This design comes from an exercise in tuning for small area, a short achievable clock period and few clock cycles on the open sky130 flow, not from production work.
Where RTL was checked, it was by simulation tests only, not by an equivalence proof against the original.
For run 1, only the layout was checked, not whether the RTL still works.
No activity file was given, so power comes from the tool's default toggle rates.

--- design.v ---
module spf (
    input  wire        clk,
    input  wire        rst,
    input  wire        cmd_valid,
    output wire        cmd_ready,
    input  wire [31:0] cmd_data,
    output wire        rsp_valid,
    input  wire        rsp_ready,
    output wire [31:0] rsp_data
);
    localparam [7:0] STX      = 8'h02;
    localparam [7:0] ETX      = 8'h03;
    localparam [7:0] POS_TYPE = 8'h01;
    localparam integer LM = 2;             
    localparam integer M  = 1 << LM;       
    localparam integer LB = 7 - LM;        
    localparam integer B  = 1 << LB;       
    localparam [3:0] RC_OK  = 4'h0;
    localparam [3:0] RC_OOR = 4'h1;
    localparam [3:0] RC_ILL = 4'h2;
    localparam [3:0] RC_NFY = 4'h3;
    localparam [3:0] RC_FOK = 4'h4;
    localparam [3:0] RC_CSM = 4'h5;
    localparam [1:0] ST_IDLE = 2'd0;
    localparam [1:0] ST_RESP = 2'd1;
    localparam [1:0] ST_WAIT = 2'd2;
    localparam [1:0] WK_APP   = 2'd0;      
    localparam [1:0] WK_PEEK  = 2'd1;      
    localparam [1:0] WK_READF = 2'd2;      
    localparam [1:0] WK_SCAN  = 2'd3;      
    localparam [2:0] E_SRCH = 3'd0;        
    localparam [2:0] E_H1   = 3'd1;        
    localparam [2:0] E_H2   = 3'd2;        
    localparam [2:0] E_H3   = 3'd3;        
    localparam [2:0] E_PAY  = 3'd4;        
    localparam [2:0] E_CK   = 3'd5;        
    localparam [2:0] E_ETX  = 3'd6;        
    localparam [2:0] E_DONE = 3'd7;        
    function [LM-1:0] slot_of;
        input [6:0] x;
        slot_of = {x[LM-2:0], 1'b0} + x[6:LB];
    endfunction
    reg  [LM-1:0] phs;                      
    reg  [1:0]    st;
    reg  [1:0]    wk;
    reg  [31:0]   rsp_q;
    reg  [7:0]    q8;                       
    reg  [7:0]    rpv;                      
    reg  [7:0]    wpv;                      
    reg  [15:0]   resync_cnt;
    reg           retain;
    reg           fv;                       
    reg  [6:0]    fs;                       
    reg  [7:0]    h_st, h_ty, h_len;
    reg  [LM:0]   cp;                       
    reg           pv0, pv1;
    reg  [5:0]    pa0, pa1;                 
    reg  [7:0]    pd0, pd1;
    reg  [2:0]    eph;
    reg  [7:0]    e_base;                   
    reg  [7:0]    e_cur;                    
    reg  [7:0]    e_s;                      
    reg  [7:0]    e_nstx;                   
    reg           e_nv;
    reg  [7:0]    e_st, e_ty, e_len, e_sum;
    reg  [6:0]    e_rem;
    reg           e_ok;
    reg  [7:0]    e_r;                      
    wire [7:0]    cnt = wpv - rpv;
    wire          wr0 = pv0 && (phs == slot_of({pa0, 1'b0}));
    wire          wr1 = pv1 && (phs == slot_of({pa1, 1'b1}));
    wire          copying = (cp != {(LM+1){1'b0}});
    wire [8*B-1:0] wtap;
    wire [8*B-1:0] ftap;
    genvar gb;
    generate
        for (gb = 0; gb < B; gb = gb + 1) begin : g_bank
            reg [8*M-1:0] wl;
            reg [8*M-1:0] fl;
            wire       wwe = (gb % 2 == 0) ? (wr0 && (pa0[LB-2:0] == gb / 2))
                                           : (wr1 && (pa1[LB-2:0] == gb / 2));
            wire [7:0] wdt = (gb % 2 == 0) ? pd0 : pd1;
            wire [7:0] wtop = wwe ? wdt : wl[7:0];
            always @(posedge clk) begin
                wl <= {wtop, wl[8*M-1:8]};
                fl <= {(copying ? wtop : fl[7:0]), fl[8*M-1:8]};
            end
            assign wtap[gb*8 +: 8] = wl[7:0];
            assign ftap[gb*8 +: 8] = fl[7:0];
        end
    endgenerate
    wire [3:0]  i_op  = cmd_data[31:28];
    wire        i_rsv = |cmd_data[27:16];
    wire [15:0] i_arg = cmd_data[15:0];
    wire app_ok    = (i_op == 4'h1) && !i_rsv && (i_arg[15:8] == 8'd0);
    wire scan_ok   = (i_op == 4'h2) && (cmd_data[27:0] == 28'd0);
    wire peek_ok   = (i_op == 4'h3) && !i_rsv;
    wire cons_ok   = (i_op == 4'h4) && !i_rsv;
    wire readf_ok  = (i_op == 4'h5) && !i_rsv;
    wire rdreg_ok  = (i_op == 4'h6) && !i_rsv && (i_arg < 16'd6);
    wire wrctrl_ok = (i_op == 4'h7) && !i_rsv && (i_arg[15:1] == 15'd0);
    wire fire    = cmd_valid && (st == ST_IDLE);
    wire waiting = (st == ST_WAIT);
    wire        peek_wait = waiting && (wk == WK_PEEK);
    wire [6:0]  w_idx = peek_wait ? q8[6:0] : e_cur[6:0];
    reg  [7:0]  w_byte;
    integer     k;
    always @(*) begin
        w_byte = 8'd0;
        for (k = 0; k < B; k = k + 1)
            w_byte = w_byte | (wtap[k*8 +: 8] & {8{w_idx[LB-1:0] == k}});
    end
    wire [6:0]  rf_in = fs + i_arg[6:0];                
    wire [6:0]  f_idx = (st == ST_IDLE) ? rf_in : q8[6:0];
    reg  [7:0]  f_byte;
    always @(*) begin
        f_byte = 8'd0;
        for (k = 0; k < B; k = k + 1)
            f_byte = f_byte | (ftap[k*8 +: 8] & {8{f_idx[LB-1:0] == k}});
    end
    wire        f_here = !copying && (phs == slot_of(f_idx));
    wire        b0_hit  = pv0 && (pa0 == w_idx[6:1]);
    wire        b1_hit  = pv1 && (pa1 == w_idx[6:1]);
    wire        w_byp   = w_idx[0] ? b1_hit : b0_hit;
    wire [7:0]  w_bypd  = w_idx[0] ? pd1 : pd0;
    wire        e_byp   = w_byp;
    wire [7:0]  e_byte  = e_byp ? w_bypd : w_byte;
    wire        e_ready = (eph == E_DONE) || (e_cur == wpv);
    wire        e_avail = !peek_wait && (eph != E_DONE) && (e_cur != wpv) &&
                          (e_byp || (phs == slot_of(e_cur[6:0])));
    wire        e_isstx = (e_byte == STX);
    wire [7:0]  e_srel  = e_s - e_base;
    wire [9:0]  e_fit   = {2'b00, e_srel} + {2'b00, e_byte} + 10'd6;
    wire        e_tv    = e_nv || e_isstx;
    wire [7:0]  e_tgt   = e_nv ? e_nstx : e_cur;
    wire [31:0] scan_rsp = (eph != E_DONE) ? {RC_NFY, 28'd0} :
                           e_ok ? {RC_FOK, 3'b000, 1'b1, e_st, e_ty, e_len} :
                                  {RC_CSM, 28'd0};
    wire pfree   = wpv[0] ? (!pv1 || wr1) : (!pv0 || wr0);
    wire do_app  = pfree && ((fire && app_ok) || (waiting && wk == WK_APP));
    wire [7:0] app_byte = waiting ? q8 : cmd_data[7:0];
    wire evict   = do_app && cnt[7];
    wire do_scan = e_ready && ((fire && scan_ok) || (waiting && wk == WK_SCAN));
    wire cons_in = fire && cons_ok && (i_arg <= {8'd0, cnt});
    wire restart = evict || cons_in;
    wire [7:0] rp_new = evict ? rpv + 8'd1 : rpv + i_arg[7:0];
    wire [8:0]  flen6 = {1'b0, h_len} + 9'd6;
    assign cmd_ready = (st == ST_IDLE) && !rst;
    assign rsp_valid = (st == ST_RESP) && !rst;
    assign rsp_data  = rsp_q;
    always @(posedge clk) begin
        if (rst) begin
            phs        <= {LM{1'b0}};
            st         <= ST_IDLE;
            rpv        <= 8'd0;
            wpv        <= 8'd0;
            resync_cnt <= 16'd0;
            retain     <= 1'b0;
            fv         <= 1'b0;
            cp         <= {(LM+1){1'b0}};
            pv0        <= 1'b0;
            pv1        <= 1'b0;
            eph        <= E_SRCH;
            e_base     <= 8'd0;
            e_cur      <= 8'd0;
            e_r        <= 8'd0;
        end else begin
            phs <= phs + 1'b1;
            if (copying)
                cp <= cp - 1'b1;
            if (do_app)
                wpv <= wpv + 8'd1;
            if (do_app && !wpv[0]) begin
                pv0 <= 1'b1;
                pa0 <= wpv[6:1];
                pd0 <= app_byte;
            end else if (wr0) begin
                pv0 <= 1'b0;
            end
            if (do_app && wpv[0]) begin
                pv1 <= 1'b1;
                pa1 <= wpv[6:1];
                pd1 <= app_byte;
            end else if (wr1) begin
                pv1 <= 1'b0;
            end
            if (e_avail) begin
                case (eph)
                    E_SRCH: begin
                        if (e_isstx) begin
                            e_s  <= e_cur;
                            e_nv <= 1'b0;
                            eph  <= E_H1;
                        end
                        e_cur <= e_cur + 8'd1;
                    end
                    default: begin
                        if (!e_nv && e_isstx) begin
                            e_nv   <= 1'b1;
                            e_nstx <= e_cur;
                        end
                        e_cur <= e_cur + 8'd1;
                        case (eph)
                            E_H1: begin
                                e_st  <= e_byte;
                                e_sum <= e_byte;
                                eph   <= E_H2;
                            end
                            E_H2: begin
                                e_ty  <= e_byte;
                                e_sum <= e_sum + e_byte;
                                eph   <= E_H3;
                            end
                            E_H3: begin
                                e_len <= e_byte;
                                e_sum <= e_sum + e_byte;
                                e_rem <= e_byte[6:0];
                                eph   <= (e_byte == 8'd0) ? E_CK : E_PAY;
                            end
                            E_PAY: begin
                                e_sum <= e_sum + e_byte;
                                e_rem <= e_rem - 7'd1;
                                if (e_rem == 7'd1)
                                    eph <= E_CK;
                            end
                            E_CK: begin
                                e_ok <= (e_sum == e_byte);
                                eph  <= E_ETX;
                            end
                            default: begin    
                                eph <= E_DONE;
                            end
                        endcase
                        if ((eph == E_H3 && e_fit > 10'd128) ||
                            (eph == E_ETX && e_byte != ETX)) begin
                            e_base <= e_s + 8'd1;
                            e_r    <= e_r + 8'd1;
                            e_nv   <= 1'b0;
                            if (e_tv) begin
                                e_s   <= e_tgt;
                                e_cur <= e_tgt + 8'd1;
                                eph   <= E_H1;
                            end else begin
                                eph   <= E_SRCH;
                            end
                        end
                    end
                endcase
            end
            if (restart) begin
                eph    <= E_SRCH;
                e_base <= rp_new;
                e_cur  <= rp_new;
                e_r    <= 8'd0;
                rpv    <= rp_new;
            end
            if (do_scan) begin
                resync_cnt <= resync_cnt + {8'd0, e_r};
                e_r        <= 8'd0;
                fv         <= (eph == E_DONE) && e_ok;
                if (eph == E_DONE) begin
                    rpv    <= e_cur;
                    e_base <= e_cur;
                    eph    <= E_SRCH;
                    if (e_ok) begin
                        h_st  <= e_st;
                        h_ty  <= e_ty;
                        h_len <= e_len;
                        fs    <= e_s[6:0];
                        cp    <= M[LM:0];
                    end
                end else if (eph == E_SRCH) begin
                    if (retain && (wpv != e_base)) begin
                        rpv    <= wpv - 8'd1;
                        e_base <= wpv - 8'd1;
                    end else begin
                        rpv    <= wpv;
                        e_base <= wpv;
                    end
                end else begin
                    rpv <= e_base;
                end
            end
            case (st)
                ST_IDLE: begin
                    if (fire) begin
                        st    <= ST_RESP;
                        rsp_q <= {RC_ILL, 28'd0};
                        case (i_op)
                            4'h1: if (app_ok) begin
                                rsp_q <= {RC_OK, 28'd0};
                                if (!pfree) begin
                                    st <= ST_WAIT;
                                    wk <= WK_APP;
                                    q8 <= cmd_data[7:0];
                                end
                            end
                            4'h2: if (scan_ok) begin
                                rsp_q <= scan_rsp;
                                if (!e_ready) begin
                                    st <= ST_WAIT;
                                    wk <= WK_SCAN;
                                end
                            end
                            4'h3: if (peek_ok) begin
                                if (i_arg >= {8'd0, cnt}) begin
                                    rsp_q <= {RC_OOR, 28'd0};
                                end else begin
                                    st <= ST_WAIT;
                                    wk <= WK_PEEK;
                                    q8 <= {1'b0, rpv[6:0] + i_arg[6:0]};
                                end
                            end
                            4'h4: if (cons_ok) begin
                                if (i_arg > {8'd0, cnt})
                                    rsp_q <= {RC_OOR, 28'd0};
                                else
                                    rsp_q <= {RC_OK, 28'd0};
                            end
                            4'h5: if (readf_ok) begin
                                if (!fv || i_arg >= {7'd0, flen6}) begin
                                    rsp_q <= {RC_OOR, 28'd0};
                                end else if (i_arg[6:2] == 5'd0) begin
                                    case (i_arg[1:0])
                                        2'd0: rsp_q <= {RC_OK, 20'd0, STX};
                                        2'd1: rsp_q <= {RC_OK, 20'd0, h_st};
                                        2'd2: rsp_q <= {RC_OK, 20'd0, h_ty};
                                        default: rsp_q <= {RC_OK, 20'd0, h_len};
                                    endcase
                                end else if (f_here) begin
                                    rsp_q <= {RC_OK, 20'd0, f_byte};
                                end else begin
                                    st <= ST_WAIT;
                                    wk <= WK_READF;
                                    q8 <= {1'b0, rf_in};
                                end
                            end
                            4'h6: if (rdreg_ok) begin
                                case (i_arg[2:0])
                                    3'd0: rsp_q <= {RC_OK, 20'd0, cnt};
                                    3'd1: rsp_q <= {RC_OK, 28'd128};
                                    3'd2: rsp_q <= {RC_OK, 12'd0, resync_cnt};
                                    3'd3: rsp_q <= {RC_OK, 27'd0, retain};
                                    3'd4: rsp_q <= fv ? {RC_OK, 3'b000, 1'b1, h_st, h_ty, h_len}
                                                      : {RC_OK, 28'd0};
                                    default: rsp_q <= {RC_OK, 4'd4, POS_TYPE, ETX, STX};
                                endcase
                            end
                            4'h7: if (wrctrl_ok) begin
                                retain <= i_arg[0];
                                rsp_q  <= {RC_OK, 28'd0};
                            end
                            default: ;
                        endcase
                    end
                end
                ST_WAIT: begin
                    case (wk)
                        WK_APP: if (pfree) st <= ST_RESP;
                        WK_SCAN: if (e_ready) begin
                            rsp_q <= scan_rsp;
                            st    <= ST_RESP;
                        end
                        WK_PEEK: begin
                            if (w_byp) begin
                                rsp_q <= {RC_OK, 20'd0, w_bypd};
                                st    <= ST_RESP;
                            end else if (phs == slot_of(q8[6:0])) begin
                                rsp_q <= {RC_OK, 20'd0, w_byte};
                                st    <= ST_RESP;
                            end
                        end
                        default: if (f_here) begin    
                            rsp_q <= {RC_OK, 20'd0, f_byte};
                            st    <= ST_RESP;
                        end
                    endcase
                end
                default: begin    
                    if (rsp_ready)
                        st <= ST_IDLE;
                end
            endcase
        end
    end
endmodule
--- run.sh ---
#!/bin/bash
# synth_recipe.tcl (not shown) runs the flow's synth.tcl, then flattens the netlist and writes it again
# the make line also repeats each setting of config.mk as NAME=value (left out here)
make -C /OpenROAD-flow-scripts/flow DESIGN_CONFIG=/design/flow/config.mk WORK_HOME=/design/flow/orfs CLKGATE_MAP_FILE= SYNTH_SCRIPT=/design/flow/synth_recipe.tcl finish
--- config.mk ---
export PLATFORM = sky130hd
export DESIGN_NAME = spf
export DESIGN_NICKNAME = spf
export VERILOG_FILES = /design/flow/design.v
export SDC_FILE = /design/flow/constraint.sdc
export NUM_CORES = 4
export LEC_CHECK = 0
export ABC_CLOCK_PERIOD_IN_PS = 5000
export CAP_MARGIN = 20
export CORE_MARGIN = 2
export CORE_UTILIZATION = 40
export SETUP_SLACK_MARGIN = 5
export SLEW_MARGIN = 20
--- constraint.sdc ---
create_clock -name core_clock -period 12.0 [get_ports {clk}]
set_input_delay 2.4000 -clock core_clock [delete_from_list [all_inputs] [get_ports {clk}]]
set_output_delay 2.4000 -clock core_clock [all_outputs]
set_load 0.01 [all_outputs]
==> metrics list, run 1 <==
* Startpoint of the worst register-to-register path: q8[1]
- Num rows: 151
- Summing every instance area after synthesis gives between 0.06 and 0.07 mm².
* Non-Filler Cell Area, Final: 0.0799 mm²
- Number of endpoints failing setup at the final stage: 0
- The count of nets left with antenna violations once routing finished came out at 0.
- Cells after Synth: 5168
* Min cycle time layout: 6.96 ns
- Setup repair after global routing missed its margin: yes
- Worst-case hold path end point: g_bank[16].wl[8]
* Half-perimeter wire length of the detailed placement result: 178000 µm
- In this run, CTS created clock tree buffers numbering 209.
- Max-cap violations: 0
- The worst path meets setup with 5.04 ns of slack.
- Setup_tns: 0 ns
- Final estimated routing congestion in global placement: 1.12
- Entering global routing, the biggest net connects roughly 140 pins.
- Clock skew after layout: 0.0867 ns
- Transition time of the tightest slew-check pin: 1.29 ns
- Via density per instance: between 5 and 6
- Pin placement for this block handled 70 I/O pins.
- The number of global-route vias before repair came to ~41000.
- The worst register-to-register path ends at rpv[7].
- Total design power: 15500 µW
- Filler Cell Count: 15000
* Area after detailed placement: 0.0722 mm²
- STA classifies the critical path endpoint as a flop.
- Synthesis inferred about 2300 register bits.
* Number of levels in the clock H-tree: 4
- For the worst-skew pair, the clock arrives at the later sink with an insertion delay of a little under 0.9 ns.
- Buffers added on ports: 66
- Area inside the core boundary: 0.169 mm²
* Startpoint-to-endpoint class of the critical path: in -> reg
* Area growth from synthesis to final layout: 17.4%
- In this run, synthesis inferred 155 flip-flops with an integrated enable.
* Register clock-pin slew on the reported worst setup and hold paths: 0.07 ns
- Share of cells above drive strength 1: 21.3%
* CTS tree: yes
- Required time of the worst setup path: 12.61 ns
* Met3 Routed Length: 19000 µm
- Sum of routed wire length over all layers: 245000 µm
* Count of placed standard cells including taps: 7392
- The path class of the tightest hold or removal check is reg -> reg.
- Part of the Yosys area used for sequential elements: 69.1%
* Worst r2r path cells: 21
* Highest ir drop seen on vdd: 0.141 mV
- Area taken by flip-flops and latches: 0.0471 mm²
- In the routed design, unresolved DRC markers number 0.
- Once the floorplan was initialized, standard cells occupied 40.2% of the core.
- The die is 416 µm wide.
* Share of the clock period used by the worst path after layout: 58.0%
- Arrival time at the worst endpoint: 7.57 ns
- OpenSTA, run right after detailed placement, puts the worst setup slack at 3.54 ns.
- GRT Resource Usage Total: 27.7%
* Y dimension of the die: 416 µm
* Leakage dissipation: 0.0315 µW
- Max Freq: ~140 MHz
* Number of hold violations in the final report: 0
- First-pass iteration count of the detailed router: 8
- Wire length on met1: 106000 µm
* Number of buffers between clock root and the deepest sink: 3
- Final count of pins violating max slew: 0
- Sink Count: about 2300
- Initial detailed-routing violation count: 4922
- Syn avg cell area: 13.2 µm²
* Routed length per instance: approximately 31 µm
- Number of standard cells in the layout, taps in and fillers out: 7824
* Relative slew margins: 13.5%
- The routed layout has 42700 vias.
- Of all nets on the critical path, the largest fanout is 11.
- The first global-routing pass estimated 335000 µm of wire.
- The die covers 0.173 mm².
- Main flop type after synthesis: dfxtp_1
* Element type at the critical path start: input port
- The cell sitting at the root of the clock tree is a clkbuf_16.
- The startpoint identified for the worst hold timing path is g_bank[16].wl[16].
- Met2 Routed Length: 105000 µm
* Uppermost metal layer occupied by signal nets: met5
- Commonest cells after routing, fill and taps aside: 2113 x dfxtp_1, 530 x mux2_2, 214 x clkbuf_16
* Power per standard cell area: roughly 190 mW/mm²
- Grt total ovfl: 0
- Run status: complete, no violations
* Initial antenna violation count: 12
* Hold Path Depth: 0
- The number of different library cells used by synthesis comes to 102.
* Commonest non-fill, non-tap cell in the layout: dfxtp_1
- For flop-to-flop paths, the worst setup slack is 5.19 ns.
* Footprint of the multi-input gates: 0.0202 mm²
- Final net count: ~5600
- For this run, the number of Yosys warnings is 1.
* Hold buffer count at cts: 0
* Asr flop ratio synth: 0%
==> per-layer routing <==
| layer | track usage, % | vias up |
|---|---|---|
| li1 | - | 18900 |
| met1 | 37.3 | 21300 |
| met2 | 41.8 | 1981 |
| met3 | 6.02 | 532 |
| met4 | 14.5 | 2 |
| met5 | 0 | - |
==> where the power goes <==
part,total (µW),internal (µW),switching (µW),leakage [µW]
registers,7740,7700,37.4,0.0185
logic,933,319,615,0.00949
clock network,6790,3880,2910,0.00354
==> registers in the layout (all words and copies together), names as in the netlist, 16 cells and up <==
register    count
g_bank.fl    1024
resync_cnt     16
rsp_q          29
g_bank.wl    1024
==> critical path, stage by stage <==
cell and delay (ns):
clkdlybuf4s50_1 0.40, buf_4 0.20, ha_1 0.24, fa_1 0.43, a21o_1 0.20, a21oi_1 0.22, xnor2_1 0.15, buf_4 0.25
nor2b_1 0.07, a21oi_1 0.43, nor2_2 0.22, buf_6 0.22, a22o_1 0.25, a221oi_1 0.38, nand4_1 0.33, or3_4 0.60
a221oi_1 0.32, o21ai_0 0.19
==> area by class of cell <==
cell class | count | share of cell area [%]
Inverter | 98 | 0.460
Clock buffer | 295 | 7.58
Antenna cell | 8 | 0.0250
Clock inverter | 94 | 1.45
Timing Repair Buffer | 251 | 2.83
Sequential cell | 2273 | 58.9
Multi-Input combinational cell | 2587 | 25.3
Tap cell | 2218 | 3.47
==> worst max-delay path by stage <==
stage | start | endpoint | slack, ns | depth (start not counted)
floorplan | cmd_data[12] | rpv[7] | 5.33 | 21
global placement | cmd_data[1] | rsp_q[4] | 3.24 | 13
detailed placement | cmd_data[0] | rsp_q[4] | 3.54 | 15
CTS | cmd_data[1] | rsp_q[0] | 4.97 | 15
global route | cmd_data[12] | rpv[7] | 4.85 | 21
finish | cmd_data[0] | rsp_q[4] | 5.04 | 18
==> cell usage after synthesis (all sizes together) (38+ instances only) <==
master  instances  area, µm²
dfxtp        2118      42400
ha             90       1130
nand3         102        510
and3           39        249
inv            97        364
a22o           53        464
nand4          65        413
buf            60        335
xnor2          84        736
edfxtp        155       4650
nor3           85        435
mux2i          59        591
a22oi         108        811
clkbuf        154        578
xor2           58        508
nand2         208        781
o21ai         139        696
a21oi         136        688
nor2          209        785
nor4           44        312
nand2b         38        245
mux2          533       6010
a221oi         52        455
==> timing repair <==
action / in CTS / in global routing
gates resized for setup: 20 / 24
endpoints found under the setup margin: 51 / 47
cloned: 4 / 1
pin swaps: 3 / 8
setup buffers: 15 / 15
==> cells by family after synthesis <==
group / synth area share (%)
xor gates and xnor gates: 1.86
muxes: 9.73
DFF: 69.1
adders and majority gates: 1.92
AOI/OAI and AO/OA: 7.62
buffers and inverters: 1.88
other: 0.00551
and+or+nand+nor: 7.83
==> per-stage QoR <==
step | hold WS, ns | util, %
after floorplan | 0.310 | -
after global placement | 0.309 | 42.5
after detailed placement | 0.312 | 42.6
after CTS | 0.273 | 47.1
after global routing | 0.284 | 47.2
final | 0.270 | 47.2
==> run 2: changes to the inputs <==
--- a/design.v
+++ b/design.v
@@ -53,9 +53,9 @@
     reg  [6:0]    fs;                       
     reg  [7:0]    h_st, h_ty, h_len;
     reg  [LM:0]   cp;                       
-    reg           pv0, pv1;
-    reg  [5:0]    pa0, pa1;                 
-    reg  [7:0]    pd0, pd1;
+    reg           pv;                       
+    reg  [6:0]    pa;
+    reg  [7:0]    pd;
     reg  [2:0]    eph;
     reg  [7:0]    e_base;                   
     reg  [7:0]    e_cur;                    
@@ -67,8 +67,7 @@
     reg           e_ok;
     reg  [7:0]    e_r;                      
     wire [7:0]    cnt = wpv - rpv;
-    wire          wr0 = pv0 && (phs == slot_of({pa0, 1'b0}));
-    wire          wr1 = pv1 && (phs == slot_of({pa1, 1'b1}));
+    wire          wr_now = pv && (phs == slot_of(pa));
     wire          copying = (cp != {(LM+1){1'b0}});
     wire [8*B-1:0] wtap;
     wire [8*B-1:0] ftap;
@@ -77,13 +76,10 @@
         for (gb = 0; gb < B; gb = gb + 1) begin : g_bank
             reg [8*M-1:0] wl;
             reg [8*M-1:0] fl;
-            wire       wwe = (gb % 2 == 0) ? (wr0 && (pa0[LB-2:0] == gb / 2))
-                                           : (wr1 && (pa1[LB-2:0] == gb / 2));
-            wire [7:0] wdt = (gb % 2 == 0) ? pd0 : pd1;
-            wire [7:0] wtop = wwe ? wdt : wl[7:0];
+            wire wwe = wr_now && (pa[LB-1:0] == gb);
             always @(posedge clk) begin
-                wl <= {wtop, wl[8*M-1:8]};
-                fl <= {(copying ? wtop : fl[7:0]), fl[8*M-1:8]};
+                wl <= {(wwe ? pd : wl[7:0]), wl[8*M-1:8]};
+                fl <= {(copying ? wl[7:0] : fl[7:0]), fl[8*M-1:8]};
             end
             assign wtap[gb*8 +: 8] = wl[7:0];
             assign ftap[gb*8 +: 8] = fl[7:0];
@@ -119,15 +115,11 @@
             f_byte = f_byte | (ftap[k*8 +: 8] & {8{f_idx[LB-1:0] == k}});
     end
     wire        f_here = !copying && (phs == slot_of(f_idx));
-    wire        b0_hit  = pv0 && (pa0 == w_idx[6:1]);
-    wire        b1_hit  = pv1 && (pa1 == w_idx[6:1]);
-    wire        w_byp   = w_idx[0] ? b1_hit : b0_hit;
-    wire [7:0]  w_bypd  = w_idx[0] ? pd1 : pd0;
-    wire        e_byp   = w_byp;
-    wire [7:0]  e_byte  = e_byp ? w_bypd : w_byte;
+    wire        e_byp   = pv && (pa == e_cur[6:0]);
+    wire [7:0]  e_byte  = e_byp ? pd : w_byte;
     wire        e_ready = (eph == E_DONE) || (e_cur == wpv);
     wire        e_avail = !peek_wait && (eph != E_DONE) && (e_cur != wpv) &&
-                          (e_byp || (phs == slot_of(e_cur[6:0])));
+                          (phs == slot_of(e_cur[6:0]));
     wire        e_isstx = (e_byte == STX);
     wire [7:0]  e_srel  = e_s - e_base;
     wire [9:0]  e_fit   = {2'b00, e_srel} + {2'b00, e_byte} + 10'd6;
@@ -136,7 +128,7 @@
     wire [31:0] scan_rsp = (eph != E_DONE) ? {RC_NFY, 28'd0} :
                            e_ok ? {RC_FOK, 3'b000, 1'b1, e_st, e_ty, e_len} :
                                   {RC_CSM, 28'd0};
-    wire pfree   = wpv[0] ? (!pv1 || wr1) : (!pv0 || wr0);
+    wire pfree   = !pv || wr_now;
     wire do_app  = pfree && ((fire && app_ok) || (waiting && wk == WK_APP));
     wire [7:0] app_byte = waiting ? q8 : cmd_data[7:0];
     wire evict   = do_app && cnt[7];
@@ -158,8 +150,7 @@
             retain     <= 1'b0;
             fv         <= 1'b0;
             cp         <= {(LM+1){1'b0}};
-            pv0        <= 1'b0;
-            pv1        <= 1'b0;
+            pv         <= 1'b0;
             eph        <= E_SRCH;
             e_base     <= 8'd0;
             e_cur      <= 8'd0;
@@ -168,21 +159,13 @@
             phs <= phs + 1'b1;
             if (copying)
                 cp <= cp - 1'b1;
-            if (do_app)
+            if (do_app) begin
+                pv  <= 1'b1;
+                pa  <= wpv[6:0];
+                pd  <= app_byte;
                 wpv <= wpv + 8'd1;
-            if (do_app && !wpv[0]) begin
-                pv0 <= 1'b1;
-                pa0 <= wpv[6:1];
-                pd0 <= app_byte;
-            end else if (wr0) begin
-                pv0 <= 1'b0;
-            end
-            if (do_app && wpv[0]) begin
-                pv1 <= 1'b1;
-                pa1 <= wpv[6:1];
-                pd1 <= app_byte;
-            end else if (wr1) begin
-                pv1 <= 1'b0;
+            end else if (wr_now) begin
+                pv  <= 1'b0;
             end
             if (e_avail) begin
                 case (eph)
@@ -362,8 +345,8 @@
                             st    <= ST_RESP;
                         end
                         WK_PEEK: begin
-                            if (w_byp) begin
-                                rsp_q <= {RC_OK, 20'd0, w_bypd};
+                            if (pv && pa == q8[6:0]) begin
+                                rsp_q <= {RC_OK, 20'd0, pd};
                                 st    <= ST_RESP;
                             end else if (phs == slot_of(q8[6:0])) begin
                                 rsp_q <= {RC_OK, 20'd0, w_byte};
--- a/config.mk
+++ b/config.mk
@@ -5,9 +5,7 @@
 export SDC_FILE = /design/flow/constraint.sdc
 export NUM_CORES = 4
 export LEC_CHECK = 0
-export ABC_CLOCK_PERIOD_IN_PS = 5000
 export CAP_MARGIN = 20
 export CORE_MARGIN = 2
 export CORE_UTILIZATION = 40
-export SETUP_SLACK_MARGIN = 5
 export SLEW_MARGIN = 20
==> metrics list, run 2 <==
* Number of hold violations in the final report: 0 (unchanged)
- The path category of the worst min-delay check was reg -> reg (unchanged).
- Most frequent cells after synthesis: 2117 x dfxtp_1, 987 x nand2_1, 268 x mux2_2, 215 x nor2_1, 180 x clkbuf_1 (was 2118 x dfxtp_1, 531 x mux2_2, 209 x nor2_1, 208 x nand2_1, 155 x edfxtp_1).
- The total placed cells including tap cells came to 7921 (was 7392).
- The number of detailed-routing iterations run before antenna repair came to 6 (was 8).
* Startpoint-to-endpoint class of the critical path: reg -> reg (was in -> reg)
* Met2 Routed Length: 119000 µm (was 105000 µm)
- The CTS root buffer is clkbuf_16 (unchanged).
* Startpoint of the lowest-slack hold path: g_bank[14].wl[11] (was g_bank[16].wl[16])
- The internal power came to 11800 µW (was 11900 µW).
* Number of placed I/O pins: 70 (unchanged)
- Clock skew after layout: 0.0488 ns (was 0.0867 ns)
* Cells after Synth: 5754 (was 5168)
- List of cells traversed by the critical path: and4bb_2 > buf_4 > mux2_2 > mux2i_1 > o2111ai_1 > nand4b_1 > nor3_1 > buf_4 > nand2_1 > o21ai_1 > buf_4 > ha_1 > inv_1 > ha_1 > fa_1 > a21o_1 > a21oi_1 > xor2_1 > o2111a_1 > o21ai_0 > and3_1 > or2_1 > nor2_1 > a211oi_2 (was clkdlybuf4s50_1 > buf_4 > ha_1 > fa_1 > a21o_1 > a21oi_1 > xnor2_1 > buf_4 > nor2b_1 > a21oi_1 > nor2_2 > buf_6 > a22o_1 > a221oi_1 > nand4_1 > or3_4 > a221oi_1 > o21ai_0)
- Max-cap violations: 0 (unchanged)
* Vias in the first global route: 42600 (was 40500)
- The starting density of the core came to 40.2% (about the same).
- Area inside the core boundary: 0.169 mm² (about the same)
- Net switching power of the design: 3970 µW (was 3560 µW)
- Arrival time at the worst endpoint: 8.87 ns (was 7.57 ns)
* Y dimension of the die: 416 µm (about the same)
* Crit path top cell by count: buf_4
- The startpoint of the worst-slack reg-to-reg timing path is wk[0] (was q8[1]).
* Number of endpoints failing setup at the final stage: 0 (unchanged)
- CTS tree: yes (unchanged)
* Leading post-synthesis cells by cell area: dfxtp_1 62%, edfxtp_1 6.3%, nand2_1 5.4% (was dfxtp_1 62%, mux2_2 8.8%, edfxtp_1 6.8%)
* Sw Share: 25.2% (was 23.0%)
- The net total in the final layout came to 6048 (was 5554).
* Number of setup buffers added after CTS: 0 (was 15)
- Register clock-pin slew on the reported worst setup and hold paths: 0.07 ns (about the same)
- Share of the synthesized area in the top cell type: 62.3% (about the same)
* Num rows: 151 (unchanged)
* Main flop type after synthesis: dfxtp_1 (unchanged)
- Sum of routed wire length over all layers: 277000 µm (was 245000 µm)
* Run status: complete, no violations (unchanged)
* Post-Syn Area: 0.0680 mm² (was 0.0681 mm²)
- Number of levels in the clock H-tree: 4 (unchanged)
* Met3 Routed Length: 21300 µm (was 19000 µm)
- Delay contributed by the slowest stage of the critical path: 0.75 ns (was 0.60 ns)
* Number of vias in the routed layout: 45800 (was 42700)
- Final estimated routing congestion in global placement: 1.06 (was 1.12)
- The minimum setup slack among reg-to-reg paths came to 3.64 ns (was 5.19 ns).
* Transition time of the tightest slew-check pin: 1.23 ns (was 1.29 ns)
* Yosys reg bits: 2259 (was 2273)
* Logic gate share of total power: 7.5% (was 6.0%)
* Number of standard cells in the layout, taps in and fillers out: 8320 (was 7824)
* Number of buffers created by CTS: 210 (was 209)
- The initial antenna violation count is 44 (was 12).
* Worst-path fanout max: 31 (was 11)
* Sink Count: 2259 (was 2273)
* Library cells used by synthesis: 99 (was 102)
- The remaining global-route overflow came to 0 (unchanged).
* Asr flop ratio synth: 0% (unchanged)
- Most numerous cell in the Yosys netlist: dfxtp_1 (unchanged)
- The share of synthesized area occupied by flip-flops and latches came to 68.6% (was 69.1%).
- The required time of the worst setup path came to 12.51 ns (was 12.61 ns).
- The worst hold margin is 0.295 ns (was 0.270 ns).
- Worst-case hold path end point: g_bank[14].wl[3] (was g_bank[16].wl[8])
- Worst r2r path cells: 24 (was 21)
- The share of power burned in the clock network was 43.6% (was 43.9%).
- Share of the clock period used by the worst path after layout: 69.6% (was 58.0%)
- Pin count of the biggest net entering global routing: 98 (was 135)
- Syn avg cell area: 11.8 µm² (was 13.2 µm²)
- Commonest cells after routing, fill and taps aside: 2114 x dfxtp_1, 987 x nand2_1, 268 x mux2_2 (was 2113 x dfxtp_1, 530 x mux2_2, 214 x clkbuf_16).
- Die boundary width: 416 µm (about the same)
- Buffers added on ports: 66 (unchanged)
* Half-perimeter wire length of the detailed placement result: 208000 µm (was 178000 µm)
* Largest area contributor in the netlist: dfxtp_1 (unchanged)
- Relative slew margins: 17.7% (was 13.5%)
- The final sum of negative setup slack is 0 ns (unchanged).
- The highest clock frequency the design can meet is 120 MHz (was 144 MHz).
* Buffers & Inverters on Critical Path: 4 (unchanged)
* Worst-skew pair later-pin latency: 0.88 ns (was 0.89 ns)
- Highest ir drop seen on vdd: 0.153 mV (was 0.141 mV)
* Number of buffers between clock root and the deepest sink: 3 (unchanged)
- The detailed-route wire length per cell was 33.3 µm (was 31.3 µm).
* Portion of total power attributed to sequential cells: 48.9% (was 50.1%)
- The number of warnings issued by yosys is 1 (unchanged).
* Post-detailed-route count of antenna-violating nets: 0 (unchanged)
- Type of destination of the critical path: flop (unchanged)
- The leading cell type in the layout, fill and taps excluded is dfxtp_1 (unchanged).
- Largest registers: g_bank.fl: 1024 flops, g_bank.wl: 1024 flops, rsp_q: 29 flops (unchanged)
- The category of cells accounting for the largest share of critical-path delay is simple AND/OR/NAND/NOR gates (was compound AO/OA/AOI/OAI gates).
- Element type at the critical path start: flop (was input port)
- Endpoint of the worst register-to-register path: e_s[0] (was rpv[7])
* Share of cells above drive strength 1: 13.9% (was 21.3%)
* CP max stage cell: mux2i_1 (was or3_4)
- The total of cells resized after clock tree synthesis came to 0 (was 20).
* Hold Path Depth: 0 (unchanged)
- The total global routing track utilization came to 31.4% (was 27.7%).
- Setup repair after global routing missed its margin: no (was yes)
- Drc violations: 0 (unchanged)
- Hold buffer count at cts: 0 (unchanged)
- The mean number of vias per cell is 5.51 (was 5.46).
- Leakage dissipation: 0.0317 µW (was 0.0315 µW)
* Number of enable flip-flop cells after synthesis: 142 (was 155)
- Global-route wire length before repair: 371000 µm (was 335000 µm)
* Final count of pins violating max slew: 0 (unchanged)
* Initial detailed-routing violation count: 5678 (was 4922)
- Wire length on met1: 124000 µm (was 106000 µm)
- The shortest period the worst path allows came to 8.36 ns (was 6.96 ns).
* Area enclosed by the die boundary: 0.173 mm² (about the same)
* Uppermost metal layer occupied by signal nets: met5 (unchanged)
* Area growth from synthesis to final layout: 16.1% (was 17.4%)
- The power per unit of standard cell area is 200 mW/mm² (was 193 mW/mm²).
-- run 2: cells by family (layout without fill, tap and decap cells) --
family          Yosys count  count (layout)  synth area share [%]
compound gates          783             783                  8.04
xor+xnor                144             144                  1.90
fa+ha+maj                99              99                  1.90
buf+inv                 356             694                  2.15
flops                  2259            2259                  68.6
mux                     337             337                  5.46
other cells               1              11               0.00552
simple gates           1775            1775                  11.9
-- run 2: metal layers --
layer / vias up / global-route usage [%]
met2: 2182 / 46.4
li1: 20200 / -
met3: 488 / 5.93
met1: 22900 / 44.7
met4: 10 / 13.2
met5: - / 0
-- run 2: worst max-delay path by stage --
stage	startpoint	to	cells after the start
4_1_cts	wk[0]	e_s[0]	24
3_5_place_dp	wk[0]	e_s[7]	24
6_report	wk[0]	e_s[0]	24
2_1_floorplan	cmd_data[0]	rsp_q[0]	12
3_3_place_gp	cmd_data[0]	rsp_q[7]	13
5_1_grt	wk[1]	e_s[0]	24
-- run 2: layout make-up --
| class | count | area, µm² |
|---|---|---|
| Inverter | 93 | 349 |
| Fill cell | 15400 | 90100 |
| Multi-Input combinational cell | 3141 | 20100 |
| Timing Repair Buffer | 210 | 1750 |
| Clock buffer | 298 | 6060 |
| Clock inverter | 93 | 1260 |
| Sequential cell | 2259 | 46600 |
| Antenna cell | 8 | 20.0 |
| Tap cell | 2218 | 2780 |
-- run 2: metrics by stage --
step	worst slack [ns]	area (µm²)	utilization, %	total power, µW
global route	3.51	78900	46.7	16200
finish	3.64	78900	46.7	15800
global placement	3.50	71500	42.3	9030
detailed placement	3.46	71600	42.3	9020
floorplan	4.12	68000	-	8500
CTS	3.44	78900	46.7	15800
-- run 2: power by group through the flow --
stage / sequential (µW) / combinational (µW) / clock (µW)
6_report: 7700 / 1180 / 6880
5_1_grt: 7700 / 1230 / 7280
4_1_cts: 7700 / 1160 / 6980
3_5_place_dp: 7870 / 1160 / 0
3_3_place_gp: 7870 / 1160 / 0
2_1_floorplan: 7820 / 678 / 0
-- run 2: worst register-to-register path, delay by kind of cell (launching register included) --
family	cells	cell delay, ns
and+or+nand+nor	7	2.14
AOI/OAI and AO/OA	7	2.03
muxes	2	1.23
buffers and inverters	4	1.04
adders and majority gates	3	0.78
DFF	1	0.67
xor gates and xnor gates	1	0.11
Testbench counts of run 2, summed over its fixed seeds: cycles 295,223.

-- separate check: timing with driven ports --
No port has a modelled driver above. Below, the same layouts with a new extraction and two added sets of constraints. Step 1: set_driving_cell puts a clkbuf_16 on clk and a buf_2 on each other input, an assumption about the parent block. Step 2 also shifts input and output timing later by t, the mid clock arrival at the registers, as if the neighbouring blocks saw the same clock. a / b / c = ideal ports / drivers / drivers and shift; a / b = the first two.
run	shift t [ns]	slack for setup (ns)	hold WS [ns]	worst slew at a driven data input, ns
run 1	0.937	5.042 / 5.097 / 4.160	0.270 / 0.270 / 0.270	0.09
run 2	0.948	3.644 / 3.644 / 3.644	0.295 / 0.295 / 0.295	0.05
After both steps every run listed still meets setup and hold. For run 1, which loses most, drivers alone change the setup slack by +0.055 ns; drivers and shift together by -0.882 ns.
